This is an optimization exercise on Yosys and OpenROAD, whose aim is small area and a short achievable clock period, not a production implementation. No run shown here included a check of the RTL's function; only the layout flow was run. Power figures rest on the tool's default switching activity, not on a simulated workload.

==> design.v <==
module pwroff_engine (
    input  wire        clk,
    input  wire        rst_n,         
    input  wire [31:0] base,
    input  wire [31:0] tick_rate,
    input  wire        trig_valid,
    input  wire [7:0]  trig_reason,
    output wire        ret_valid,
    output wire        ret_handled,
    input  wire        ret_ready,
    output wire        bus_valid,
    output wire        bus_write,
    output wire [31:0] bus_addr,
    output wire [7:0]  bus_wdata,
    input  wire        bus_ready,
    input  wire [7:0]  bus_rdata,
    output wire        slp_valid,
    output wire [6:0]  slp_units,
    input  wire        slp_ready,
    output wire        diag_valid,
    output wire [7:0]  diag_code,
    output wire [31:0] diag_data,
    input  wire        diag_ready,
    output wire [31:0] status
);
    localparam [3:0] S_IDLE         = 4'd0;
    localparam [3:0] S_CFG          = 4'd1;
    localparam [3:0] S_TX_POLL      = 4'd2;
    localparam [3:0] S_TX_WRITE     = 4'd3;
    localparam [3:0] S_RX_POLL      = 4'd4;
    localparam [3:0] S_RX_SLEEP     = 4'd5;
    localparam [3:0] S_RX_DATA      = 4'd6;
    localparam [3:0] S_DIAG_SHORT   = 4'd7;
    localparam [3:0] S_SETTLE_FLUSH = 4'd8;
    localparam [3:0] S_DIAG_CSUM    = 4'd9;
    localparam [3:0] S_DIAG_NAK     = 4'd10;
    localparam [3:0] S_POST_OK      = 4'd11;
    localparam [3:0] S_DIAG_EXH     = 4'd12;
    localparam [3:0] S_EXH_SLEEP    = 4'd13;
    localparam [3:0] S_RETURN       = 4'd14;
    localparam [3:0] S_DONE         = 4'd15;
    reg  [3:0]  st;
    reg         vbus, vslp, vdiag, vret;     
    reg         hs;          
    reg         lsr;         
    reg         flt;         
    reg  [1:0]  cmd;
    reg  [1:0]  att;
    reg  [2:0]  fl;          
    reg         fm;          
    reg  [5:0]  cnt;         
    reg  [3:0]  k;           
    reg  [7:0]  acc;
    reg  [31:0] R;
    reg  [29:0] A;
    wire s_idle   = (st == S_IDLE);
    wire s_cfg    = (st == S_CFG);
    wire s_txp    = (st == S_TX_POLL);
    wire s_txw    = (st == S_TX_WRITE);
    wire s_rxp    = (st == S_RX_POLL);
    wire s_rxd    = (st == S_RX_DATA);
    wire s_done   = (st == S_DONE);
    wire s_ret    = (st == S_RETURN);
    wire st_bus  = s_cfg || s_txp || s_txw || s_rxp || s_rxd;
    wire st_slp  = (st == S_RX_SLEEP) || (st == S_SETTLE_FLUSH) ||
                   (st == S_POST_OK) || (st == S_EXH_SLEEP);
    wire st_diag = (st == S_DIAG_SHORT) || (st == S_DIAG_CSUM) ||
                   (st == S_DIAG_NAK) || (st == S_DIAG_EXH);
    wire pend = vbus || vslp || vdiag || vret;
    wire fire = (vbus && bus_ready) || (vslp && slp_ready) ||
                (vdiag && diag_ready) || (vret && ret_ready);
    assign bus_valid   = vbus;
    assign slp_valid   = vslp;
    assign diag_valid  = vdiag;
    assign ret_valid   = vret;
    assign ret_handled = st[3] && !st[0];          
    assign bus_write = st[0];                        
    assign bus_addr  = {A, 2'b00};
    assign bus_wdata = R[31:24];
    wire   u1   = !st[3];                            
    wire   u10  = st[3] && st[0];                    
    wire   u100 = st[3] && !st[0];                   
    assign slp_units = {u100, u100, 1'b0, u10, u100, u10, u1};
    assign diag_code = {5'd0, st[3] && st[2], st[3] && !st[2], st[1]};
    assign diag_data = R;
    wire [2:0] cfg_j = cnt[2:0] | {3{att[1] || att[0]}};
    wire rd  = st[3] && st[2] && st[1];              
    wire sh0 = (cmd != 2'd0) || rd;
    wire sh1 = (cmd == 2'd2) || rd;
    wire [5:0] res = {rd && fl[2], rd && !fl[2], sh1 && fl[1], sh1 && !fl[1],
                      sh0 && fl[0], sh0 && !fl[0]};
    assign status = {flt, 6'd0, flt, 4'b0000, res, 2'b00, att, cmd, 1'b0, cfg_j, st};
    reg [2:0] idx;
    always @(*) begin
        if (s_cfg)
            case (cnt[2:0])
                3'd0: idx = 3'd3;        
                3'd1: idx = 3'd0;        
                3'd2: idx = 3'd1;        
                3'd3: idx = 3'd3;        
                3'd4: idx = 3'd1;        
                3'd5: idx = 3'd2;        
                default: idx = 3'd4;     
            endcase
        else if (s_txp || s_rxp)
            idx = 3'd5;                  
        else
            idx = 3'd0;                  
    end
    wire [3:0]  lo = {1'b0, base[4:2]} + {1'b0, idx};
    wire [26:0] hb = base[31:5];
    reg  [3:0]  pb;              
    always @(posedge clk)
        pb <= {&hb[23:0], &hb[17:0], &hb[11:0], &hb[5:0]};
    wire [26:0] hc;
    genvar n;
    generate
        for (n = 0; n < 27; n = n + 1) begin : g_hc
            localparam integer J = n / 6;        
            localparam integer S = J * 6;        
            wire in_blk, below;
            if (n == S) begin : g_first
                assign in_blk = 1'b1;
            end else begin : g_rest
                assign in_blk = &hb[n-1:S];
            end
            if (J == 0) begin : g_b0
                assign below = 1'b1;
            end else begin : g_bj
                assign below = pb[J-1];
            end
            assign hc[n] = lo[3] && below && in_blk;
        end
    endgenerate
    always @(posedge clk)
        A <= {hb ^ hc, lo[2:0]};
    wire       dividing = s_cfg && fm;
    wire [8:0] sum  = {1'b0, acc} + {1'b0, dividing ? 8'd181 : R[7:0]};   
    wire       ge   = sum[8];                                
    wire [15:0] xh = tick_rate[31:16];
    wire [3:0]  xl = tick_rate[15:12];
    wire       tbit = cnt[4] ? xl[~cnt[1:0]] : xh[~cnt[3:0]];
    reg [7:0] txb;
    always @(*) begin
        if (fm)
            txb = 8'hFF;
        else
            case ({cmd, cnt[1:0]})
                4'b0000: txb = 8'h01;
                4'b0001: txb = 8'h35;
                4'b0010: txb = 8'h00;
                4'b0011: txb = 8'hCA;
                4'b0100: txb = 8'h00;
                4'b0101: txb = 8'h0C;
                4'b0110: txb = 8'hF4;
                4'b1000: txb = 8'h00;
                4'b1001: txb = 8'h06;
                default: txb = 8'hFA;
            endcase
    end
    reg [7:0] inb;
    always @(*) begin
        case (st)
            S_CFG:
                case (cnt[2:0])
                    3'd0: inb = 8'h83;
                    3'd1, 3'd2: inb = sum[7:0];
                    3'd3: inb = 8'h1B;
                    3'd5: inb = 8'h07;
                    default: inb = 8'h00;
                endcase
            S_TX_WRITE:   inb = txb;
            S_DIAG_SHORT: inb = !(k[1] || k[0]) ? {6'd0, cnt[1:0]} : 8'h00;
            S_DIAG_EXH:   inb = !(k[1] || k[0]) ? {6'd0, cmd} : 8'h00;
            S_DIAG_NAK:   inb = 8'h00;
            default:      inb = R[7:0];
        endcase
    end
    wire [7:0] ack1   = (cmd == 2'd0) ? 8'h35 : ((cmd == 2'd1) ? 8'h0C : 8'h06);
    wire       ack_ok = (R[7:0] == 8'h01) && (R[15:8] == ack1) && (R[23:16] == 8'h00);
    wire [5:0] cnt1   = cnt + 6'd1;
    wire       c39    = cnt[5] && cnt[2] && cnt[1] && cnt[0];     
    wire       c20    = cnt[4] && cnt[2];                         
    wire       clt4   = !(cnt[5] || cnt[4] || cnt[3] || cnt[2]);
    wire       k10    = k[3] && k[0];                             
    wire       last   = fm ? c39 : (cnt[1:0] == ((cmd == 2'd0) ? 2'd3 : 2'd2));
    wire       reason_ok = (trig_reason == 8'h01) || (trig_reason == 8'h02);
    wire       prep = !pend && !hs;
    reg [3:0] st_n;
    reg       go, flt_n, fm_n, ret_nh;
    reg [1:0] cmd_n, att_n;
    reg [2:0] fl_n;
    reg [5:0] cnt_n;
    reg [3:0] k_n;
    reg [7:0] acc_n;
    reg       r_top, r_sh, r_q;    
    reg       done, fail;
    always @(*) begin
        st_n   = st;
        go     = 1'b0;
        ret_nh = 1'b0;
        flt_n  = flt;
        fm_n   = fm;
        cmd_n  = cmd;
        att_n  = att;
        fl_n   = fl;
        cnt_n  = cnt;
        k_n    = k;
        acc_n  = acc;
        r_top  = 1'b0;
        r_sh   = 1'b0;
        r_q    = 1'b0;
        done   = 1'b0;
        fail   = 1'b0;
        if ((s_idle || s_done) && trig_valid && !flt) begin
            if (!reason_ok) begin
                ret_nh = 1'b1;
            end else if (s_done) begin
                flt_n = 1'b1;
            end else begin
                st_n = S_CFG;
                fm_n = 1'b1;
            end
        end
        if (s_idle)
            cnt_n = 6'd0;
        if (s_idle || (hs && (s_rxp || s_rxd)))
            acc_n = 8'd0;
        if (fire && s_ret)
            st_n = S_DONE;
        if (hs) begin
            case (st)
                S_CFG: begin
                    cnt_n = cnt1;
                    r_sh  = (cnt[2:0] == 3'd1);          
                    if (cnt[2:0] == 3'd6) begin
                        cmd_n  = 2'd0;
                        att_n  = 2'd1;
                        fm_n   = 1'b0;
                        cnt_n  = 6'd0;
                        st_n   = S_TX_POLL;
                    end
                end
                S_TX_POLL:
                    if (lsr) st_n = S_TX_WRITE;
                S_TX_WRITE: begin
                    cnt_n = cnt1;
                    if (!last) begin
                        st_n = S_TX_POLL;
                    end else if (fm) begin
                        st_n = S_SETTLE_FLUSH;
                    end else begin
                        cnt_n = 6'd0;
                        k_n   = 4'd0;
                        st_n  = S_RX_POLL;
                    end
                end
                S_RX_POLL:
                    if (lsr) st_n = S_RX_DATA;
                    else if (!k10) st_n = S_RX_SLEEP;
                    else done = 1'b1;
                S_RX_SLEEP: begin
                    k_n  = k + 4'd1;
                    st_n = S_RX_POLL;
                end
                S_RX_DATA: begin
                    cnt_n = cnt1;
                    k_n   = 4'd0;
                    st_n  = S_RX_POLL;
                    done  = c39;
                end
                S_DIAG_SHORT: begin
                    fm_n  = 1'b1;
                    cnt_n = 6'd0;
                    st_n  = S_TX_POLL;
                end
                S_SETTLE_FLUSH: begin
                    cnt_n = 6'd0;
                    k_n   = 4'd0;
                    st_n  = S_RX_POLL;
                end
                S_DIAG_CSUM: begin
                    k_n  = 4'd0;
                    st_n = S_DIAG_NAK;
                end
                S_DIAG_NAK:
                    fail = 1'b1;
                S_POST_OK, S_EXH_SLEEP: begin
                    fl_n[cmd] = st[2];
                    if (cmd != 2'd2) begin
                        cmd_n = cmd + 2'd1;
                        att_n = 2'd1;
                        fm_n  = 1'b0;
                        cnt_n = 6'd0;
                        st_n  = S_TX_POLL;
                    end else begin
                        st_n = S_RETURN;
                    end
                end
                S_DIAG_EXH:
                    st_n = S_EXH_SLEEP;
                default: ;
            endcase
            if (done) begin
                k_n = 4'd0;
                if (fm) begin
                    fail = 1'b1;
                end else if (clt4) begin
                    st_n = S_DIAG_SHORT;
                end else begin
                    st_n  = S_DIAG_CSUM;
                end
            end
            if (fail) begin
                if (att != 2'd3) begin
                    att_n = att + 2'd1;
                    fm_n  = 1'b0;
                    cnt_n = 6'd0;
                    st_n  = S_TX_POLL;
                end else begin
                    st_n = S_DIAG_EXH;
                end
            end
        end else if (!pend) begin
            case (st)
                S_IDLE, S_DONE: ;
                S_CFG:
                    if (fm && !c20) begin
                        acc_n = {ge ? sum[6:0] : acc[6:0], tbit};
                        cnt_n = cnt1;
                        r_q   = 1'b1;
                    end else begin
                        if (fm || cnt[0])
                            acc_n = {7'd0, sum[8]};
                        if (fm) begin
                            fm_n  = 1'b0;
                            cnt_n = 6'd0;
                        end else begin
                            r_top = 1'b1;
                            go    = 1'b1;
                        end
                    end
                S_TX_WRITE: begin
                    r_top = 1'b1;
                    go    = 1'b1;
                end
                S_RX_DATA: begin
                    r_sh = clt4;
                    go   = 1'b1;
                end
                S_DIAG_SHORT, S_DIAG_NAK, S_DIAG_EXH: begin
                    r_sh = 1'b1;
                    k_n  = k + 4'd1;
                    go   = k[1] && k[0];             
                end
                S_DIAG_CSUM:
                    if (!k[2]) begin                 
                        r_sh  = 1'b1;
                        acc_n = sum[7:0];
                        k_n   = k + 4'd1;
                    end else if (acc != 8'h00) begin
                        go = 1'b1;
                    end else if (ack_ok) begin
                        st_n = S_POST_OK;
                    end else begin
                        k_n  = 4'd0;
                        st_n = S_DIAG_NAK;
                    end
                default:
                    go = 1'b1;
            endcase
        end
    end
    wire cap = vbus && bus_ready && s_rxd && clt4;
    always @(posedge clk) begin
        if (cap)
            R[31:24] <= bus_rdata;
        else if (r_top || r_sh)
            R[31:24] <= inb;
        if (r_sh)
            R[23:0] <= R[31:8];
        else if (r_q)
            R[15:0] <= {R[14:0], ge};
    end
    always @(posedge clk) begin
        lsr <= s_txp ? bus_rdata[5] : bus_rdata[0];
        hs  <= fire;
        cnt[5:3] <= cnt_n[5:3];
        fm  <= fm_n;
        fl  <= fl_n;
        k   <= k_n;
        acc <= acc_n;
        if (!rst_n) begin
            st    <= S_IDLE;
            vbus  <= 1'b0;
            vslp  <= 1'b0;
            vdiag <= 1'b0;
            vret  <= 1'b0;
            flt   <= 1'b0;
            cmd   <= 2'd0;
            att   <= 2'd0;
            cnt[2:0] <= 3'd0;         
        end else begin
            st    <= st_n;
            vbus  <= vbus ? !bus_ready : (go && st_bus);
            vslp  <= vslp ? !slp_ready : (go && st_slp);
            vdiag <= vdiag ? !diag_ready : (go && st_diag);
            vret  <= vret ? !ret_ready : ((go && s_ret) || ret_nh);
            flt   <= flt_n;
            cmd   <= cmd_n;
            att   <= att_n;
            cnt[2:0] <= cnt_n[2:0];
        end
    end
endmodule
==> flow/run.sh <==
#!/bin/bash
# The standard layout (standard.sh), with these changes:
#  - synthesis: the standard flow's synthesis script, its ABC step given an area-oriented
#    script (flow/abc_override.tcl, flow/area.abc); flip-flops are mapped
#    before ABC, so the registers are the standard synthesis's;
#  - the synthesis buffers are removed at floorplan;
#  - every port gets a buf_1 buffer;
#  - one tie cell drives all constant outputs;
#  - timing repair after CTS and global routing aims past the clock period
#    (setup margin 14.6 ns), with resizing free to change cell footprints;
#  - CTS builds the clock tree from clkbuf_8 cells.
# ORFS writes each step's log under orfs/logs; make's output goes to
# standard.log.
set -euo pipefail
W=$PWD
{ head -n 1 synth_recipe.tcl; cat flow/abc_override.tcl; tail -n +2 synth_recipe.tcl; } > synth_area.tcl
export AREA_ABC_SCRIPT=$W/flow/area.abc
bash standard.sh \
  SYNTH_SCRIPT=$W/synth_area.tcl \
  REMOVE_ABC_BUFFERS=1 \
  "BUFFER_PORTS_ARGS=-buffer_cell sky130_fd_sc_hd__buf_1" \
  SKIP_REPAIR_TIE_FANOUT=1 \
  SETUP_SLACK_MARGIN=14.6 \
  MATCH_CELL_FOOTPRINT=0 \
  CTS_BUF_LIST=sky130_fd_sc_hd__clkbuf_8 \
  finish > standard.log 2>&1
==> flow/abc_override.tcl <==
# Map the logic with an area-oriented ABC script (flow/area.abc) in place of
# the speed script; every other argument (liberty, dont_use cells, delay
# target) is kept. The flip-flops are mapped before ABC runs, so they are the
# standard synthesis's.
proc abc {args} {
  set i [lsearch -exact $args -script]
  if { $i >= 0 } {
    set args [lreplace $args $i [expr {$i + 1}] -script $::env(AREA_ABC_SCRIPT)]
  }
  yosys abc {*}$args
}
==> flow/area.abc <==
&get -n
&st
&dch
&nf -R 1000
&put
==> standard.sh <==
#!/bin/bash
# synth_recipe.tcl (not shown) runs the flow's synth.tcl, then flattens the netlist and writes it again
# the make line also repeats each setting of config.mk as NAME=value (left out here)
make -C /OpenROAD-flow-scripts/flow DESIGN_CONFIG=/design/flow/config.mk WORK_HOME=/design/flow/orfs CLKGATE_MAP_FILE= SYNTH_SCRIPT=/design/flow/synth_recipe.tcl "${@:-finish}"
==> config.mk <==
export PLATFORM = sky130hd
export DESIGN_NAME = pwroff_engine
export DESIGN_NICKNAME = pwroff_engine
export VERILOG_FILES = /design/flow/design.v
export SDC_FILE = /design/flow/constraint.sdc
export NUM_CORES = 4
export LEC_CHECK = 0
export CAP_MARGIN = 20
export CORE_MARGIN = 2
export CORE_UTILIZATION = 40
export SLEW_MARGIN = 20
==> constraint.sdc <==
create_clock -name core_clock -period 20.0 [get_ports {clk}]
set_input_delay 4.0000 -clock core_clock [delete_from_list [all_inputs] [get_ports {clk}]]
set_output_delay 4.0000 -clock core_clock [all_outputs]
set_load 0.01 [all_outputs]
==> reports/metrics.json, run 1 <==
{
  "outcome": {"value": "timing/DRC/antenna clean"},
  "fin_skew": {"value": 0.01510, "unit": "ns"},
  "syn-mean-instance-area": {"value": 8.923, "unit": "um^2"},
  "reg_to_reg_end": {"value": "acc[3]"},
  "post-route-drc-count": {"value": 0},
  "final_net_count": {"value": 991},
  "htreeDepth": {"value": 3},
  "cts.hold.buffers_added": {"value": 0},
  "post-synth-top-area-fraction": {"value": 20.51, "unit": "%"},
  "maxCapViolCount": {"value": 0},
  "cts_inserted_buffers": {"value": 9},
  "regToRegStartpoint": {"value": "st[1]"},
  "final_max_slew_viol_count": {"value": 0},
  "placeableCoreArea": {"value": 15260, "unit": "um^2"},
  "critical_path_fanout_max": {"value": 4},
  "register_to_register_setup_slack": {"value": 15.50, "unit": "ns"},
  "yosys_warnings": {"value": 1},
  "post-synth-top-area-cell": {"value": "sky130_fd_sc_hd__dfxtp_1"},
  "design.portCount": {"value": 212},
  "clk-insertion-delay-late": {"value": 0.39, "unit": "ns"},
  "slew-limit-headroom": {"value": 31.90, "unit": "%"},
  "ant_nets_after_route": {"value": 0},
  "critical_path.endpoint_type": {"value": "output port"},
  "maximum_number_of_pins_on_one_net_before_global_route_repair": {"value": 35},
  "synth.ff_latch_count": {"value": 103},
  "numClockSinks": {"value": 103},
  "hold_class": {"value": "register to register"},
  "most_common_library_cell_in_the_layout_ignoring_fill_and_taps": {"value": "sky130_fd_sc_hd__buf_1"},
  "synth-edff-count": {"value": 39},
  "cts.reportedPaths.clkPinSlew": {"value": 0.10, "unit": "ns"},
  "static-leakage-power": {"value": 2.754, "unit": "nW"},
  "fmax": {"value": 185.4, "unit": "MHz"},
  "worstSetupPathType": {"value": "register to output port"},
  "floorplan.rows": {"value": 45},
  "firstDrtPassIters": {"value": 5},
  "globalRouteTotalUtil": {"value": 22.84, "unit": "%"},
  "synthCells": {"value": 700},
  "clockRootBuffer": {"value": "sky130_fd_sc_hd__clkbuf_8"},
  "timing.final.hold_violations": {"value": 0},
  "die-width": {"value": 129.0, "unit": "um"},
  "synth-seq-area-share": {"value": 39.26, "unit": "%"},
  "globalplace.congestion": {"value": 0.9448},
  "timing.critical_path.arrival": {"value": 1.39, "unit": "ns"},
  "setup_tns": {"value": 0, "unit": "ns"},
  "io_buffer_count": {"value": 176},
  "synthFlopType": {"value": "sky130_fd_sc_hd__dfxtp_1"},
  "clock_tree.buffer_depth": {"value": 2},
  "timing_worst_slew_pin_value": {"value": 1.022, "unit": "ns"},
  "grt_first_pass_wirelength": {"value": 29440, "unit": "um"},
  "detail_route.vias_per_cell": {"value": 5.533},
  "die_h": {"value": 129.0, "unit": "um"},
  "layout_common_cells": {"value": "167 x sky130_fd_sc_hd__buf_1, 75 x sky130_fd_sc_hd__nand2_1, 60 x sky130_fd_sc_hd__a21oi_1, 54 x sky130_fd_sc_hd__nor2_1"},
  "synth_area": {"value": 6246, "unit": "um^2"},
  "setup.worst_path.start_class": {"value": "register"},
  "worst_setup_path_startpoint": {"value": "cmd[0]"},
  "post_synth_main_area_contributors": {"value": "sky130_fd_sc_hd__dfxtp_1 21%, sky130_fd_sc_hd__edfxtp_1 19%, sky130_fd_sc_hd__ha_1 6.2%"},
  "clock_period_minus_worst_slack": {"value": 5.393, "unit": "ns"},
  "r2r_cells": {"value": 18},
  "power.ir.vdd_worst": {"value": 0.02971, "unit": "mV"},
  "layout-area-overhead-vs-synth": {"value": 18.21, "unit": "%"},
  "fillerInstances": {"value": 1528},
  "pwr_density_cell": {"value": 56.53, "unit": "nW/um^2"},
  "via_count_of_the_first_global_routing_pass": {"value": 5524},
  "grt_setup_unrepaired": {"value": "yes"},
  "wirelength": {"value": 18890, "unit": "um"},
  "grt_residual_overflow": {"value": 0},
  "fin_crit_sh": {"value": 26.96, "unit": "%"},
  "report.final.setup_viol": {"value": 0},
  "post_route_cells_drive_above_1_share": {"value": 9.817, "unit": "%"},
  "drt-wirelength-per-cell": {"value": 17.38, "unit": "um"},
  "setup_crit_end": {"value": "status[17]"},
  "vias": {"value": 6014},
  "crit_required": {"value": 16.00, "unit": "ns"},
  "clock_tree_from_tritoncts": {"value": "built"},
  "grt_antenna_before_repair": {"value": 0},
  "detailed_place_hpwl": {"value": 14380, "unit": "um"},
  "post-route-util": {"value": 48.39, "unit": "%"},
  "die_footprint": {"value": 16630, "unit": "um^2"},
  "n_antenna_cell": {"value": 0},
  "synth_async_sr_flop_share": {"value": 0, "unit": "%"},
  "start_util": {"value": 40.93, "unit": "%"},
  "drtIter0Drc": {"value": 404},
  "yosysUniqueCellTypes": {"value": 53}
}
## metrics by stage
step / cell area, um^2 / setup slack, ns / cells / hold WS [ns] / power [W]
final: 7383 / 14.61 / 1087 / 0.5156 / 0.0004173
after floorplan: 5953 / 14.36 / 661 / 0.4886 / 0.0002727
after global placement: 6924 / 14.02 / 1053 / 0.4853 / 0.0002994
after detailed placement: 6924 / 14.03 / 1053 / 0.4884 / 0.0002997
after global routing: 7383 / 14.54 / 1087 / 0.5409 / 0.0004366
after CTS: 7302 / 14.48 / 1082 / 0.5151 / 0.0004204
## critical path, stage by stage, from the launching register on
cell and delay (ns):
sky130_fd_sc_hd__dfxtp_4 0.37, sky130_fd_sc_hd__clkinvlp_4 0.14, sky130_fd_sc_hd__ha_4 0.21, sky130_fd_sc_hd__nor2_4 0.11
sky130_fd_sc_hd__nor2_1 0.05, sky130_fd_sc_hd__clkbuf_2 0.13
## registers in the layout (all words and copies together), names as in the netlist
register / count
acc: 8
fm: 1
vdiag: 1
k: 4
vslp: 1
vbus: 1
st: 4
flt: 1
hs: 1
att: 2
pb: 4
cmd: 2
vret: 1
lsr: 1
A: 30
cnt: 6
R: 32
fl: 3
## synthesized netlist by cell type (5+ instances only)
master                     instances
sky130_fd_sc_hd__a21oi_1          63
sky130_fd_sc_hd__nand4_1           8
sky130_fd_sc_hd__nand2_1          78
sky130_fd_sc_hd__xnor2_1          17
sky130_fd_sc_hd__nand3_1          17
sky130_fd_sc_hd__a21o_1            6
sky130_fd_sc_hd__mux4_2            5
sky130_fd_sc_hd__nand2b_1         13
sky130_fd_sc_hd__a31oi_1          14
sky130_fd_sc_hd__xor2_1           15
sky130_fd_sc_hd__a211oi_1         10
sky130_fd_sc_hd__dfxtp_1          64
sky130_fd_sc_hd__ha_1             31
sky130_fd_sc_hd__o22ai_1          14
sky130_fd_sc_hd__buf_4            39
sky130_fd_sc_hd__and2_0           13
sky130_fd_sc_hd__mux2_1           16
sky130_fd_sc_hd__o21ai_0          54
sky130_fd_sc_hd__nor2b_1          10
sky130_fd_sc_hd__nor4_1            8
sky130_fd_sc_hd__clkinv_1         26
sky130_fd_sc_hd__nor3_1           15
sky130_fd_sc_hd__nor2_1           57
sky130_fd_sc_hd__and3_1           11
sky130_fd_sc_hd__edfxtp_1         39
## how the worst min path moves through the flow
stage	startpoint	end	cells after the start
after floorplan	acc[7]	acc[7]	2
after global placement	R[26]	R[18]	0
after detailed placement	vslp	vslp	1
after CTS	vslp	vslp	1
after global routing	R[26]	R[18]	0
final	R[27]	R[19]	0
## layer usage
metal	vias up	GRT usage (%)	part of all wire [%]
met2	272	36.13	46
met3	45	4.491	7.3
met5	-	0	0
li1	2889	-	-
met1	2808	30.94	44
met4	0	8.824	3.0
## logic make-up (layout without fill, tap and decap cells)
group | Yosys count | after routing | synth area share [%]
simple gates | 245 | 245 | 18.85
compound gates | 197 | 197 | 19.07
flops | 103 | 103 | 39.26
buf+inv | 65 | 241 | 6.250
fa+ha+maj | 33 | 33 | 6.851
xor+xnor | 32 | 32 | 4.487
mux | 24 | 24 | 5.168
other cells | 1 | 1 | 0.06004
## report_power, final
group	switching, W	total [W]	internal, W
sequential	0.00000908	0.000232	0.000222
combinational	0.0000425	0.0000662	0.0000237
clock	0.0000749	0.000120	0.0000448
## what timing repair did
action,CTS,global route
endpoints found under the setup margin,19,31
pin swaps,6,3
setup buffers,13,5
gates resized for setup,43,20
## area by class of cell
type,count,area [um^2],area share [%]
clock buffers,9,123.9,1.678
repair buffers,199,844.6,11.44
inverters,26,120.1,1.627
flip-flops and latches,103,2489,33.71
multi-input cells,532,3501,47.42
clock inverters,7,41.29,0.5592
well taps,211,264.0,3.576
==> inputs of run 2 (changes only) <==
--- a/design.v
+++ b/design.v
@@ -41,5 +41,5 @@
     localparam [3:0] S_DONE         = 4'd15;
     reg  [3:0]  st;
-    reg         vbus, vslp, vdiag, vret;     
+    reg         pend;        
     reg         hs;          
     reg         lsr;         
@@ -47,5 +47,5 @@
     reg  [1:0]  cmd;
     reg  [1:0]  att;
-    reg  [2:0]  fl;          
+    reg  [5:0]  res;         
     reg         fm;          
     reg  [5:0]  cnt;         
@@ -67,11 +67,12 @@
     wire st_diag = (st == S_DIAG_SHORT) || (st == S_DIAG_CSUM) ||
                    (st == S_DIAG_NAK) || (st == S_DIAG_EXH);
-    wire pend = vbus || vslp || vdiag || vret;
-    wire fire = (vbus && bus_ready) || (vslp && slp_ready) ||
-                (vdiag && diag_ready) || (vret && ret_ready);
+    wire st_ret = s_ret || s_idle || s_done;
+    wire vbus   = pend && st_bus;
+    wire fire = pend && ((st_bus && bus_ready) || (st_slp && slp_ready) ||
+                         (st_diag && diag_ready) || (st_ret && ret_ready));
     assign bus_valid   = vbus;
-    assign slp_valid   = vslp;
-    assign diag_valid  = vdiag;
-    assign ret_valid   = vret;
+    assign slp_valid   = pend && st_slp;
+    assign diag_valid  = pend && st_diag;
+    assign ret_valid   = pend && st_ret;
     assign ret_handled = st[3] && !st[0];          
     assign bus_write = st[0];                        
@@ -85,9 +86,4 @@
     assign diag_data = R;
     wire [2:0] cfg_j = cnt[2:0] | {3{att[1] || att[0]}};
-    wire rd  = st[3] && st[2] && st[1];              
-    wire sh0 = (cmd != 2'd0) || rd;
-    wire sh1 = (cmd == 2'd2) || rd;
-    wire [5:0] res = {rd && fl[2], rd && !fl[2], sh1 && fl[1], sh1 && !fl[1],
-                      sh0 && fl[0], sh0 && !fl[0]};
     assign status = {flt, 6'd0, flt, 4'b0000, res, 2'b00, att, cmd, 1'b0, cfg_j, st};
     reg [2:0] idx;
@@ -190,5 +186,5 @@
     reg       go, flt_n, fm_n, ret_nh;
     reg [1:0] cmd_n, att_n;
-    reg [2:0] fl_n;
+    reg [5:0] res_n;
     reg [5:0] cnt_n;
     reg [3:0] k_n;
@@ -204,5 +200,5 @@
         cmd_n  = cmd;
         att_n  = att;
-        fl_n   = fl;
+        res_n  = res;
         cnt_n  = cnt;
         k_n    = k;
@@ -287,5 +283,9 @@
                     fail = 1'b1;
                 S_POST_OK, S_EXH_SLEEP: begin
-                    fl_n[cmd] = st[2];
+                    case (cmd)
+                        2'd0:    res_n[1:0] = {st[2], !st[2]};
+                        2'd1:    res_n[3:2] = {st[2], !st[2]};
+                        default: res_n[5:4] = {st[2], !st[2]};
+                    endcase
                     if (cmd != 2'd2) begin
                         cmd_n = cmd + 2'd1;
@@ -388,26 +388,21 @@
         cnt[5:3] <= cnt_n[5:3];
         fm  <= fm_n;
-        fl  <= fl_n;
         k   <= k_n;
         acc <= acc_n;
         if (!rst_n) begin
             st    <= S_IDLE;
-            vbus  <= 1'b0;
-            vslp  <= 1'b0;
-            vdiag <= 1'b0;
-            vret  <= 1'b0;
+            pend  <= 1'b0;
             flt   <= 1'b0;
             cmd   <= 2'd0;
             att   <= 2'd0;
+            res   <= 6'd0;
             cnt[2:0] <= 3'd0;         
         end else begin
             st    <= st_n;
-            vbus  <= vbus ? !bus_ready : (go && st_bus);
-            vslp  <= vslp ? !slp_ready : (go && st_slp);
-            vdiag <= vdiag ? !diag_ready : (go && st_diag);
-            vret  <= vret ? !ret_ready : ((go && s_ret) || ret_nh);
+            pend  <= pend ? !fire : (go || ret_nh);
             flt   <= flt_n;
             cmd   <= cmd_n;
             att   <= att_n;
+            res   <= res_n;
             cnt[2:0] <= cnt_n[2:0];
         end
==> flow/run.sh (replaced) <==
#!/bin/bash
# The standard layout (standard.sh) with:
#  - the standard synthesis script, its ABC step given an area script;
#  - the synthesis buffers removed at floorplan;
#  - small port buffers;
#  - timing repair after CTS aiming past the clock period (setup margin).
set -euo pipefail
W=$PWD
{ head -n 1 synth_recipe.tcl; cat flow/abc_override.tcl; tail -n +2 synth_recipe.tcl; } > synth_area.tcl
export AREA_ABC_SCRIPT=$W/flow/area.abc
bash standard.sh \
  SYNTH_SCRIPT=$W/synth_area.tcl \
  REMOVE_ABC_BUFFERS=1 \
  "BUFFER_PORTS_ARGS=-buffer_cell sky130_fd_sc_hd__buf_1" \
  SETUP_SLACK_MARGIN=14.6 \
  MATCH_CELL_FOOTPRINT=0 \
  SKIP_REPAIR_TIE_FANOUT=1 \
  CTS_BUF_LIST=sky130_fd_sc_hd__clkbuf_8 \
  finish > standard.log 2>&1
==> reports/metrics.json, run 2 <==
{
  "pwr-share-clk": {"value": 31.4, "unit": "%", "change": "+2.7 points"},
  "dp_cells": {"value": 1034, "change": "-1.8%"},
  "largest_reg_flops": {"value": 32, "change": "unchanged"},
  "synthCells": {"value": 705, "change": "+0.71%"},
  "globalplace.congestion": {"value": 0.8797, "change": "-6.9%"},
  "yosysUniqueCellTypes": {"value": 51, "change": "-3.8%"},
  "power_switching": {"value": 0.0001262, "unit": "W", "change": "-0.25%"},
  "clock_tree_from_tritoncts": {"value": "built"},
  "post-synth-top-area-fraction": {"value": 21.60, "unit": "%", "change": "+1.1 points"},
  "synth_async_sr_flop_share": {"value": 0, "unit": "%", "change": "unchanged"},
  "timing.final.hold_violations": {"value": 0, "change": "unchanged"},
  "combinationalPowerShare": {"value": 15.0, "unit": "%", "change": "-0.9 points"},
  "static-leakage-power": {"value": 2.809, "unit": "nW", "change": "+2.0%"},
  "grt_antenna_before_repair": {"value": 0, "change": "unchanged"},
  "pwr_density_cell": {"value": 56.16, "unit": "nW/um^2", "change": "-0.64%"},
  "firstDrtPassIters": {"value": 5, "change": "unchanged"},
  "grt_first_pass_wirelength": {"value": 29120, "unit": "um", "change": "-1.1%"},
  "start_util": {"value": 40.86, "unit": "%", "change": "-0.079 points"},
  "placeableCoreArea": {"value": 15200, "unit": "um^2", "change": "-0.37%"},
  "io_buffer_count": {"value": 176, "change": "unchanged"},
  "clock_tree.buffer_depth": {"value": 2, "change": "unchanged"},
  "globalRouteTotalUtil": {"value": 22.33, "unit": "%", "change": "-0.52 points"},
  "detail_route.vias_per_cell": {"value": 5.564, "change": "+0.57%"},
  "clk-insertion-delay-late": {"value": 0.39, "unit": "ns", "change": "about the same"},
  "via_count_of_the_first_global_routing_pass": {"value": 5779, "change": "+4.6%"},
  "total_chip_power": {"value": 0.0004245, "unit": "W", "change": "+1.7%"},
  "register_to_register_setup_slack": {"value": 15.67, "unit": "ns", "change": "+0.17 ns"},
  "synth_area": {"value": 6211, "unit": "um^2", "change": "-0.56%"},
  "ant_nets_after_route": {"value": 0, "change": "unchanged"},
  "grt_residual_overflow": {"value": 0, "change": "unchanged"},
  "most_common_library_cell_in_the_layout_ignoring_fill_and_taps": {"value": "sky130_fd_sc_hd__buf_1"},
  "die-width": {"value": 128.6, "unit": "um", "change": "-0.27%"},
  "drt-wirelength-per-cell": {"value": 17.07, "unit": "um", "change": "-1.8%"},
  "htreeDepth": {"value": 3, "change": "unchanged"},
  "critical_path.endpoint_type": {"value": "output port"},
  "worstSetupPathType": {"value": "register to output port"},
  "design.portCount": {"value": 212, "change": "unchanged"},
  "n_antenna_cell": {"value": 0, "change": "unchanged"},
  "clock_period_minus_worst_slack": {"value": 5.713, "unit": "ns", "change": "+0.3208 ns"},
  "synth-seq-area-share": {"value": 39.00, "unit": "%", "change": "-0.26 points"},
  "yosysMostFrequentCell": {"value": "sky130_fd_sc_hd__nand2_1"},
  "cts_inserted_buffers": {"value": 9, "change": "unchanged"},
  "floorplan.rows": {"value": 45, "change": "unchanged"},
  "cts.reportedPaths.clkPinSlew": {"value": 0.09, "unit": "ns", "change": "about the same"},
  "fin_crit_sh": {"value": 28.57, "unit": "%", "change": "+1.6 points"},
  "post_synth_main_area_contributors": {"value": "sky130_fd_sc_hd__dfxtp_1 22%, sky130_fd_sc_hd__edfxtp_1 17%, sky130_fd_sc_hd__ha_1 5.8%"},
  "stdcell_count": {"value": 1083, "change": "-0.37%"},
  "post-synth-top-area-cell": {"value": "sky130_fd_sc_hd__dfxtp_1"},
  "report.final.setup_viol": {"value": 0, "change": "unchanged"},
  "setup.worst_path.start_class": {"value": "register"},
  "hold_class": {"value": "register to register"},
  "fmax": {"value": 175.0, "unit": "MHz", "change": "-5.6%"},
  "die_h": {"value": 128.6, "unit": "um", "change": "-0.27%"},
  "synth.ff_latch_count": {"value": 103, "change": "unchanged"},
  "place_worst_setup_slack": {"value": 13.89, "unit": "ns", "change": "-0.1466 ns"},
  "detailed_place_hpwl": {"value": 13500, "unit": "um", "change": "-6.1%"},
  "grtUsageMet3": {"value": 3.493, "unit": "%", "change": "-1.0 points"},
  "final_critical_path_setup_slack": {"value": 14.29, "unit": "ns", "change": "-0.3208 ns"},
  "wirelength": {"value": 18490, "unit": "um", "change": "-2.1%"},
  "critical_path_fanout_max": {"value": 8, "change": "+4"},
  "power.switching_fraction": {"value": 29.72, "unit": "%", "change": "-0.59 points"},
  "vias": {"value": 6026, "change": "+0.20%"},
  "setup_tns": {"value": 0, "unit": "ns", "change": "unchanged"},
  "fin_skew": {"value": 0.01569, "unit": "ns", "change": "+0.0005927 ns"},
  "power.ir.vdd_worst": {"value": 0.04332, "unit": "mV", "change": "+46%"},
  "grt_setup_unrepaired": {"value": "yes"},
  "grt_use_met2": {"value": 36.17, "unit": "%", "change": "about the same"},
  "cell_internal_pwr": {"value": 0.0002984, "unit": "W", "change": "+2.6%"},
  "crit_required": {"value": 16.00, "unit": "ns", "change": "about the same"},
  "final_net_count": {"value": 1008, "change": "+1.7%"},
  "syn-mean-instance-area": {"value": 8.810, "unit": "um^2", "change": "-1.3%"},
  "layout_common_cells": {"value": "169 x sky130_fd_sc_hd__buf_1, 68 x sky130_fd_sc_hd__nand2_1, 64 x sky130_fd_sc_hd__a21oi_1, 61 x sky130_fd_sc_hd__o21ai_0, 59 x sky130_fd_sc_hd__dfxtp_1"},
  "numClockSinks": {"value": 103, "change": "unchanged"},
  "clockRootBuffer": {"value": "sky130_fd_sc_hd__clkbuf_8"},
  "maximum_number_of_pins_on_one_net_before_global_route_repair": {"value": 41, "change": "+17%"},
  "grt_use_met1": {"value": 29.13, "unit": "%", "change": "-1.8 points"},
  "timing_worst_slew_pin_value": {"value": 0.9279, "unit": "ns", "change": "-0.09360 ns"},
  "slew-limit-headroom": {"value": 38.14, "unit": "%", "change": "+6.2 points"},
  "synth-edff-count": {"value": 36, "change": "-7.7%"},
  "die_footprint": {"value": 16540, "unit": "um^2", "change": "-0.54%"},
  "seqPwrFrac": {"value": 53.7, "unit": "%", "change": "-1.8 points"},
  "post_route_cells_drive_above_1_share": {"value": 12.96, "unit": "%", "change": "+3.1 points"},
  "post-route-util": {"value": 49.72, "unit": "%", "change": "+1.3 points"},
  "post-route-drc-count": {"value": 0, "change": "unchanged"},
  "drtIter0Drc": {"value": 574, "change": "+42%"},
  "outcome": {"value": "timing/DRC/antenna clean"},
  "grt_most_used_layer": {"value": "met2"},
  "synth_commonest_cells": {"value": "83 x sky130_fd_sc_hd__nand2_1, 67 x sky130_fd_sc_hd__dfxtp_1, 65 x sky130_fd_sc_hd__a21oi_1"},
  "layout_top_registers": {"value": "R x32, A x30, acc x8"},
  "yosys_warnings": {"value": 1, "change": "unchanged"},
  "layout-area-overhead-vs-synth": {"value": 21.70, "unit": "%"},
  "largest_register": {"value": "R"},
  "maxCapViolCount": {"value": 0, "change": "unchanged"},
  "timing.critical_path.arrival": {"value": 1.71, "unit": "ns", "change": "+0.32 ns"},
  "synthFlopType": {"value": "sky130_fd_sc_hd__dfxtp_1"},
  "final_max_slew_viol_count": {"value": 0, "change": "unchanged"}
}
==> run 2: cell count changes after synthesis, moves of 5 or more <==
| cell | previous run | this run |
|---|---|---|
| sky130_fd_sc_hd__nand2b_1 | 13 | 8 |
| sky130_fd_sc_hd__a211oi_1 | 10 | 3 |
| sky130_fd_sc_hd__a31oi_1 | 14 | 4 |
| sky130_fd_sc_hd__nor2b_1 | 10 | 16 |
| sky130_fd_sc_hd__xor2_1 | 15 | 20 |
| sky130_fd_sc_hd__o21ai_0 | 54 | 64 |
| sky130_fd_sc_hd__nand2_1 | 78 | 83 |
==> run 2: path summary, 6_finish.rpt <==
kind	from	end	depth (start not counted)
max	st[2]	ret_valid	8
min	res[3]	res[3]	2
max reg2reg	st[1]	acc[0]	18
min reg2reg	res[3]	res[3]	2
==> run 2: through the flow <==
stage | cell area [um^2] | hold slack [ns]
3_3_place_gp | 6848 | 0.4319
3_5_place_dp | 6848 | 0.4390
6_report | 7559 | 0.4473
2_1_floorplan | 5918 | 0.4610
4_1_cts | 7426 | 0.4526
5_1_grt | 7559 | 0.4820
==> run 2: kinds of logic after synthesis <==
family                     count (synthesis)  synth area share, %
xor gates and xnor gates                  33                4.654
and+or+nand+nor                          259                20.17
buffers and inverters                     64                6.225
adders and majority gates                 31                6.487
AOI/OAI and AO/OA                        185                17.18
muxes                                     29                6.225
DFF                                      103                39.00
other                                      1              0.06038
==> run 2: cell type report <==
class	count	area, um^2
clock buffers	10	137.6
clock inverters	6	57.56
fillers	1468	7644
inverters	25	108.9
multi-input cells	538	3587
flip-flops and latches	103	2452
well taps	188	235.2
repair buffers	213	979.7
==> run 2: power groups by stage <==
| stage | Sequential [W] | Clock [W] | Combinational (W) |
|---|---|---|---|
| after floorplan | 0.000236 | 0 | 0.0000280 |
| after global placement | 0.000234 | 0 | 0.0000531 |
| after detailed placement | 0.000234 | 0 | 0.0000532 |
| after CTS | 0.000228 | 0.000136 | 0.0000607 |
| after global routing | 0.000229 | 0.000143 | 0.0000703 |
| final | 0.000228 | 0.000133 | 0.0000635 |
==> run 2: critical path, stage by stage, from the launching register on <==
cell	delay, ns
sky130_fd_sc_hd__dfxtp_4	0.39
sky130_fd_sc_hd__buf_4	0.15
sky130_fd_sc_hd__buf_6	0.13
sky130_fd_sc_hd__nor4_4	0.13
sky130_fd_sc_hd__buf_4	0.17
sky130_fd_sc_hd__nor2_4	0.04
sky130_fd_sc_hd__nand2_2	0.08
sky130_fd_sc_hd__and2_0	0.12
sky130_fd_sc_hd__buf_2	0.13
==> run 2: metal layers <==
metal | vias up | share of wire, %
met5 | - | 0
met4 | 0 | 3.7
met3 | 53 | 6.9
met2 | 259 | 47
met1 | 2811 | 42
li1 | 2903 | -
==> run 2: timing repair <==
action                                  CTS  global route
pin swaps                                10             6
setup buffers                            24             9
resized for setup                        63            22
endpoints found under the setup margin   18            15
hold buffers                              0             0
==> inputs of run 3 (changes only) <==
--- a/design.v
+++ b/design.v
@@ -41,8 +41,12 @@
     localparam [3:0] S_DONE         = 4'd15;
     reg  [3:0]  st;
-    reg         pend;        
+    reg         vbus, vslp, vdiag, vret;     
     reg         hs;          
     reg         lsr;         
     reg         flt;         
+    reg  [2:0]  cj;          
+    reg  [5:0]  od;          
+    reg         tacc;        
+    reg  [2:0]  breg;        
     reg  [1:0]  cmd;
     reg  [1:0]  att;
@@ -67,23 +71,25 @@
     wire st_diag = (st == S_DIAG_SHORT) || (st == S_DIAG_CSUM) ||
                    (st == S_DIAG_NAK) || (st == S_DIAG_EXH);
-    wire st_ret = s_ret || s_idle || s_done;
-    wire vbus   = pend && st_bus;
-    wire fire = pend && ((st_bus && bus_ready) || (st_slp && slp_ready) ||
-                         (st_diag && diag_ready) || (st_ret && ret_ready));
+    wire pend = vbus || vslp || vdiag || vret;
+    wire fire = (vbus && bus_ready) || (vslp && slp_ready) ||
+                (vdiag && diag_ready) || (vret && ret_ready);
     assign bus_valid   = vbus;
-    assign slp_valid   = pend && st_slp;
-    assign diag_valid  = pend && st_diag;
-    assign ret_valid   = pend && st_ret;
-    assign ret_handled = st[3] && !st[0];          
+    assign slp_valid   = vslp;
+    assign diag_valid  = vdiag;
+    assign ret_valid   = vret;
+    assign ret_handled = od[5];
     assign bus_write = st[0];                        
     assign bus_addr  = {A, 2'b00};
     assign bus_wdata = R[31:24];
-    wire   u1   = !st[3];                            
-    wire   u10  = st[3] && st[0];                    
-    wire   u100 = st[3] && !st[0];                   
-    assign slp_units = {u100, u100, 1'b0, u10, u100, u10, u1};
-    assign diag_code = {5'd0, st[3] && st[2], st[3] && !st[2], st[1]};
+    always @(posedge clk)
+        od <= {st[3] && !st[0],                      
+               st[3] && st[2], st[3] && !st[2],      
+               st[3] && !st[0],                      
+               st[3] && st[0],                       
+               !st[3]};                              
+    assign slp_units = {od[2], od[2], 1'b0, od[1], od[2], od[1], od[0]};
+    assign diag_code = {5'd0, od[4], od[3], st[1]};
     assign diag_data = R;
-    wire [2:0] cfg_j = cnt[2:0] | {3{att[1] || att[0]}};
+    wire [2:0] cfg_j = cj;
     assign status = {flt, 6'd0, flt, 4'b0000, res, 2'b00, att, cmd, 1'b0, cfg_j, st};
     reg [2:0] idx;
@@ -104,5 +110,7 @@
             idx = 3'd0;                  
     end
-    wire [3:0]  lo = {1'b0, base[4:2]} + {1'b0, idx};
+    always @(posedge clk)
+        breg <= base[4:2];
+    wire [3:0]  lo = {1'b0, breg} + {1'b0, idx};
     wire [26:0] hb = base[31:5];
     reg  [3:0]  pb;              
@@ -214,9 +222,10 @@
             end else if (s_done) begin
                 flt_n = 1'b1;
-            end else begin
-                st_n = S_CFG;
-                fm_n = 1'b1;
             end
         end
+        if (tacc) begin
+            st_n = S_CFG;
+            fm_n = 1'b1;
+        end
         if (s_idle)
             cnt_n = 6'd0;
@@ -392,6 +401,11 @@
         if (!rst_n) begin
             st    <= S_IDLE;
-            pend  <= 1'b0;
+            vbus  <= 1'b0;
+            vslp  <= 1'b0;
+            vdiag <= 1'b0;
+            vret  <= 1'b0;
             flt   <= 1'b0;
+            cj    <= 3'd0;
+            tacc  <= 1'b0;
             cmd   <= 2'd0;
             att   <= 2'd0;
@@ -400,6 +414,11 @@
         end else begin
             st    <= st_n;
-            pend  <= pend ? !fire : (go || ret_nh);
+            vbus  <= vbus ? !bus_ready : (go && st_bus);
+            vslp  <= vslp ? !slp_ready : (go && st_slp);
+            vdiag <= vdiag ? !diag_ready : (go && st_diag);
+            vret  <= vret ? !ret_ready : ((go && s_ret) || ret_nh);
             flt   <= flt_n;
+            cj    <= s_cfg ? cnt[2:0] : (s_idle ? 3'd0 : 3'd7);
+            tacc  <= s_idle && trig_valid && !flt && reason_ok;
             cmd   <= cmd_n;
             att   <= att_n;
==> reports/metrics.json, run 3 <==
{
  "outcome": {"value": "timing/DRC/antenna clean"},
  "grt_residual_overflow": {"value": 0, "change": "unchanged"},
  "place_worst_setup_slack": {"value": 13.93, "unit": "ns", "change": "+0.04030 ns"},
  "post_route_cells_drive_above_1_share": {"value": 5.948, "unit": "%", "change": "-7.0 points"},
  "grt_use_met2": {"value": 34.91, "unit": "%", "change": "-1.3 points"},
  "timing.critical_path.arrival": {"value": 5.67, "unit": "ns", "change": "+3.96 ns"},
  "maximum_number_of_pins_on_one_net_before_global_route_repair": {"value": 30, "change": "-27%"},
  "grt_first_pass_wirelength": {"value": 29310, "unit": "um", "change": "+0.66%"},
  "clockRootBuffer": {"value": "sky130_fd_sc_hd__clkbuf_8"},
  "synthCells": {"value": 714, "change": "+1.3%"},
  "most_common_library_cell_in_the_layout_ignoring_fill_and_taps": {"value": "sky130_fd_sc_hd__buf_1"},
  "final_critical_path_setup_slack": {"value": 14.64, "unit": "ns", "change": "+0.3522 ns"},
  "htreeDepth": {"value": 4, "change": "+1"},
  "fmax": {"value": 186.5, "unit": "MHz", "change": "+6.6%"},
  "timing_worst_slew_pin_value": {"value": 1.016, "unit": "ns", "change": "+0.08834 ns"},
  "fin_skew": {"value": 0.01178, "unit": "ns", "change": "-0.003912 ns"},
  "combinationalPowerShare": {"value": 13.1, "unit": "%", "change": "-1.9 points"},
  "power_switching": {"value": 0.0001621, "unit": "W", "change": "+28%"},
  "cell_internal_pwr": {"value": 0.0004102, "unit": "W", "change": "+37%"},
  "yosysMostFrequentCell": {"value": "sky130_fd_sc_hd__dfxtp_1"},
  "floorplan.rows": {"value": 46, "change": "+2.2%"},
  "yosysUniqueCellTypes": {"value": 57, "change": "+12%"},
  "synth-edff-count": {"value": 36, "change": "unchanged"},
  "r2r_cells": {"value": 12, "change": "-6"},
  "via_count_of_the_first_global_routing_pass": {"value": 5670, "change": "-1.9%"},
  "place_area": {"value": 7163, "unit": "um^2", "change": "+4.6%"},
  "layout_common_cells": {"value": "175 x sky130_fd_sc_hd__buf_1, 80 x sky130_fd_sc_hd__dfxtp_1, 75 x sky130_fd_sc_hd__nand2_1, 74 x sky130_fd_sc_hd__a21oi_1, 73 x sky130_fd_sc_hd__nor2_1"},
  "static-leakage-power": {"value": 2.802, "unit": "nW", "change": "-0.24%"},
  "critical_path.endpoint_type": {"value": "register"},
  "slew-limit-headroom": {"value": 31.73, "unit": "%", "change": "-6.4 points"},
  "detail_route.vias_per_cell": {"value": 5.397, "change": "-3.0%"},
  "die-width": {"value": 131.2, "unit": "um", "change": "+2.0%"},
  "cts.hold.buffers_added": {"value": 0, "change": "unchanged"},
  "globalRouteTotalUtil": {"value": 21.24, "unit": "%", "change": "-1.1 points"},
  "final_max_slew_viol_count": {"value": 0, "change": "unchanged"},
  "post-synth-top-area-fraction": {"value": 25.37, "unit": "%", "change": "+3.8 points"},
  "register_to_register_setup_slack": {"value": 15.89, "unit": "ns", "change": "+0.22 ns"},
  "drtIter0Drc": {"value": 463, "change": "-19%"},
  "timing.hold.worst_path_depth": {"value": 1, "change": "-1"},
  "vias": {"value": 5975, "change": "-0.85%"},
  "clk-insertion-delay-late": {"value": 0.44, "unit": "ns", "change": "+0.05 ns"},
  "crit_required": {"value": 20.31, "unit": "ns", "change": "+4.31 ns"},
  "min_delay_worst_endpoint": {"value": "A[0]"},
  "syn-mean-instance-area": {"value": 9.063, "unit": "um^2", "change": "+2.9%"},
  "ant_nets_after_route": {"value": 0, "change": "unchanged"},
  "grt_most_used_layer": {"value": "met2"},
  "n_antenna_cell": {"value": 0, "change": "unchanged"},
  "seqPwrFrac": {"value": 46.6, "unit": "%", "change": "-7.1 points"},
  "maxCapViolCount": {"value": 0, "change": "unchanged"},
  "report.final.setup_viol": {"value": 0, "change": "unchanged"},
  "cts.reportedPaths.clkPinSlew": {"value": 0.07, "unit": "ns", "change": "-0.02 ns"},
  "synth_async_sr_flop_share": {"value": 0, "unit": "%", "change": "unchanged"},
  "synth_commonest_cells": {"value": "82 x sky130_fd_sc_hd__dfxtp_1, 75 x sky130_fd_sc_hd__a21oi_1, 75 x sky130_fd_sc_hd__nand2_1"},
  "post_synth_main_area_contributors": {"value": "sky130_fd_sc_hd__dfxtp_1 25%, sky130_fd_sc_hd__edfxtp_1 17%, sky130_fd_sc_hd__a21oi_1 5.8%"},
  "synth.ff_latch_count": {"value": 118, "change": "+15%"},
  "power.switching_fraction": {"value": 28.32, "unit": "%", "change": "-1.4 points"},
  "clock_tree_from_tritoncts": {"value": "built"},
  "pwr-share-clk": {"value": 40.3, "unit": "%", "change": "+8.9 points"},
  "yosys_warnings": {"value": 1, "change": "unchanged"},
  "numClockSinks": {"value": 118, "change": "+15%"},
  "clock_tree.buffer_depth": {"value": 2, "change": "unchanged"},
  "fin_hold_ws": {"value": 0.4578, "unit": "ns", "change": "+0.01050 ns"},
  "synthFlopType": {"value": "sky130_fd_sc_hd__dfxtp_1"},
  "largest_register": {"value": "R"},
  "wirelength": {"value": 18320, "unit": "um", "change": "-0.91%"},
  "timing.final.hold_violations": {"value": 0, "change": "unchanged"},
  "reg_to_reg_end": {"value": "A[25]"},
  "grtUsageMet3": {"value": 4.900, "unit": "%", "change": "+1.4 points"},
  "setup.worst_path.start_class": {"value": "input pin"},
  "hold_class": {"value": "register to register"},
  "post-synth-top-area-cell": {"value": "sky130_fd_sc_hd__dfxtp_1"},
  "synth-seq-area-share": {"value": 42.07, "unit": "%", "change": "+3.1 points"},
  "start_util": {"value": 40.89, "unit": "%", "change": "about the same"},
  "die_footprint": {"value": 17210, "unit": "um^2", "change": "+4.1%"},
  "worstSetupPathType": {"value": "input pin to register"},
  "largest_reg_flops": {"value": 32, "change": "unchanged"},
  "fin_crit_sh": {"value": 26.81, "unit": "%", "change": "-1.8 points"},
  "regToRegStartpoint": {"value": "cnt[0]"},
  "drt-wirelength-per-cell": {"value": 16.55, "unit": "um", "change": "-3.1%"},
  "detailed_place_hpwl": {"value": 13880, "unit": "um", "change": "+2.8%"},
  "synth_area": {"value": 6471, "unit": "um^2", "change": "+4.2%"},
  "grt_use_met1": {"value": 27.64, "unit": "%", "change": "-1.5 points"},
  "fillerInstances": {"value": 1602, "change": "+9.1%"},
  "final_design_area_no_fill": {"value": 7637, "unit": "um^2", "change": "+1.0%"},
  "layout-area-overhead-vs-synth": {"value": 18.02, "unit": "%"},
  "cts_inserted_buffers": {"value": 17, "change": "+8"},
  "power.ir.vdd_worst": {"value": 0.04687, "unit": "mV", "change": "+8.2%"},
  "placeableCoreArea": {"value": 15830, "unit": "um^2", "change": "+4.1%"},
  "design.portCount": {"value": 212, "change": "unchanged"},
  "clock_period_minus_worst_slack": {"value": 5.361, "unit": "ns", "change": "-0.3522 ns"},
  "setup_tns": {"value": 0, "unit": "ns", "change": "unchanged"},
  "globalplace.congestion": {"value": 0.9624, "change": "+9.4%"},
  "critical_path_fanout_max": {"value": 4, "change": "-4"},
  "final_net_count": {"value": 995, "change": "-1.3%"},
  "firstDrtPassIters": {"value": 5, "change": "unchanged"},
  "pwr_density_cell": {"value": 74.94, "unit": "nW/um^2", "change": "+33%"},
  "io_buffer_count": {"value": 176, "change": "unchanged"},
  "post-route-drc-count": {"value": 0, "change": "unchanged"},
  "die_h": {"value": 131.2, "unit": "um", "change": "+2.0%"},
  "grt_antenna_before_repair": {"value": 0, "change": "unchanged"},
  "worst_hold_startpoint": {"value": "breg[0]"},
  "grt_setup_unrepaired": {"value": "yes"},
  "layout_top_registers": {"value": "R x32, A x30, acc x8"}
}
## run 3: cell count changes after synthesis, moves of 10 or more
| cell | previous run | this run |
|---|---|---|
| sky130_fd_sc_hd__o21ai_0 | 64 | 44 |
| sky130_fd_sc_hd__nor2_1 | 57 | 73 |
| sky130_fd_sc_hd__dfxtp_1 | 67 | 82 |
| sky130_fd_sc_hd__nor2b_1 | 16 | 5 |
| sky130_fd_sc_hd__a21oi_1 | 65 | 75 |
## run 3: stage by stage
step	power [W]	std cells	util [%]
final	0.0005723	1107	48.25
after global routing	0.0005988	1107	48.25
after CTS	0.0005773	1105	47.98
after detailed placement	0.0003451	1073	45.26
after global placement	0.0003448	1073	45.26
after floorplan	0.0003151	677	-
## run 3: kinds of logic (layout without fill, tap and decap cells)
logic type	count (synthesis)	in the layout	synth area share (%)
other cells	1	1	0.05795
mux	25	25	5.317
simple gates	252	252	18.23
xor+xnor	32	32	4.331
fa+ha+maj	30	30	6.033
compound gates	196	196	18.33
buf+inv	60	237	5.626
flops	118	118	42.07
## run 3: how the worst max path moves through the flow
stage / from / endpoint / slack [ns]
floorplan: bus_ready / st[0] / 14.30
CTS: bus_ready / st[1] / 14.56
detailed placement: bus_ready / st[0] / 13.93
global placement: bus_ready / st[0] / 13.89
global route: bus_ready / st[1] / 14.53
finish: bus_ready / st[0] / 14.64
## run 3: power by group through the flow
stage	registers (W)	clock network (W)	logic, W
floorplan	0.000274	0	0.0000412
global route	0.000268	0.000247	0.0000836
detailed placement	0.000272	0	0.0000736
finish	0.000267	0.000231	0.0000749
global placement	0.000272	0	0.0000732
CTS	0.000266	0.000237	0.0000742
## run 3: critical path, cell delays in order
cell and delay (ns):
sky130_fd_sc_hd__buf_8 0.10, sky130_fd_sc_hd__a222oi_1 0.30, sky130_fd_sc_hd__nand2_1 0.13, sky130_fd_sc_hd__and3_4 0.21, sky130_fd_sc_hd__or3_4 0.35, sky130_fd_sc_hd__o21ai_2 0.13
sky130_fd_sc_hd__o311ai_1 0.11, sky130_fd_sc_hd__o311ai_1 0.25, sky130_fd_sc_hd__a21oi_1 0.11
## run 3: final cells by class
class	instances	area, um^2	share of cell area [%]
Multi-Input combinational cell	536	3417	44.74
Sequential cell	118	2725	35.68
Timing Repair Buffer	182	716.9	9.387
Tap cell	216	270.3	3.539
Clock buffer	18	247.7	3.244
Clock inverter	14	173.9	2.277
Inverter	23	86.33	1.130
## run 3: repair_timing
action	in CTS	in global routing
pin swaps	3	1
buffers inserted	0	2
setup endpoints to repair	5	6
gates cloned	0	0
resized for setup	7	10
## run 3: metal layers
metal / wire length [um] / vias up
li1: - / 2927
met1: 8091 / 2810
met2: 8773 / 213
met3: 1101 / 25
met4: 357 / 0
met5: 0 / -

-- what the ideal ports hide --
The results above use ideal ports. As a check the final layouts listed here were re-extracted and re-timed, cells and wires unchanged.
Step 1, drivers: a clkbuf_16 drives clk and a buf_2 each remaining input, both assumed.
Step 2, shift: input delay + t, output delay - t, t = (earliest + latest rising clock arrival at the registers) / 2. This alone moves slack from input paths to output paths.
a / b / c = ideal / step 1 / step 2; a / b = the first two.
run | t (ns) | slack for setup (ns) | worst register clock-pin slew, ns | pins driven straight from the clock port
run 1 | 0.424 | 14.608 / 14.566 / 14.309 | 0.10 / 0.10 | 1
run 2 | 0.422 | 14.287 / 14.248 / 14.114 | 0.11 / 0.11 | 1
run 3 | 0.475 | 14.639 / 14.625 / 14.160 | 0.08 / 0.08 | 1
After both steps every run listed still meets setup and hold. The setup slack of run 3, which loses most, moves by -0.014 ns with the drivers and by -0.479 ns with both steps.
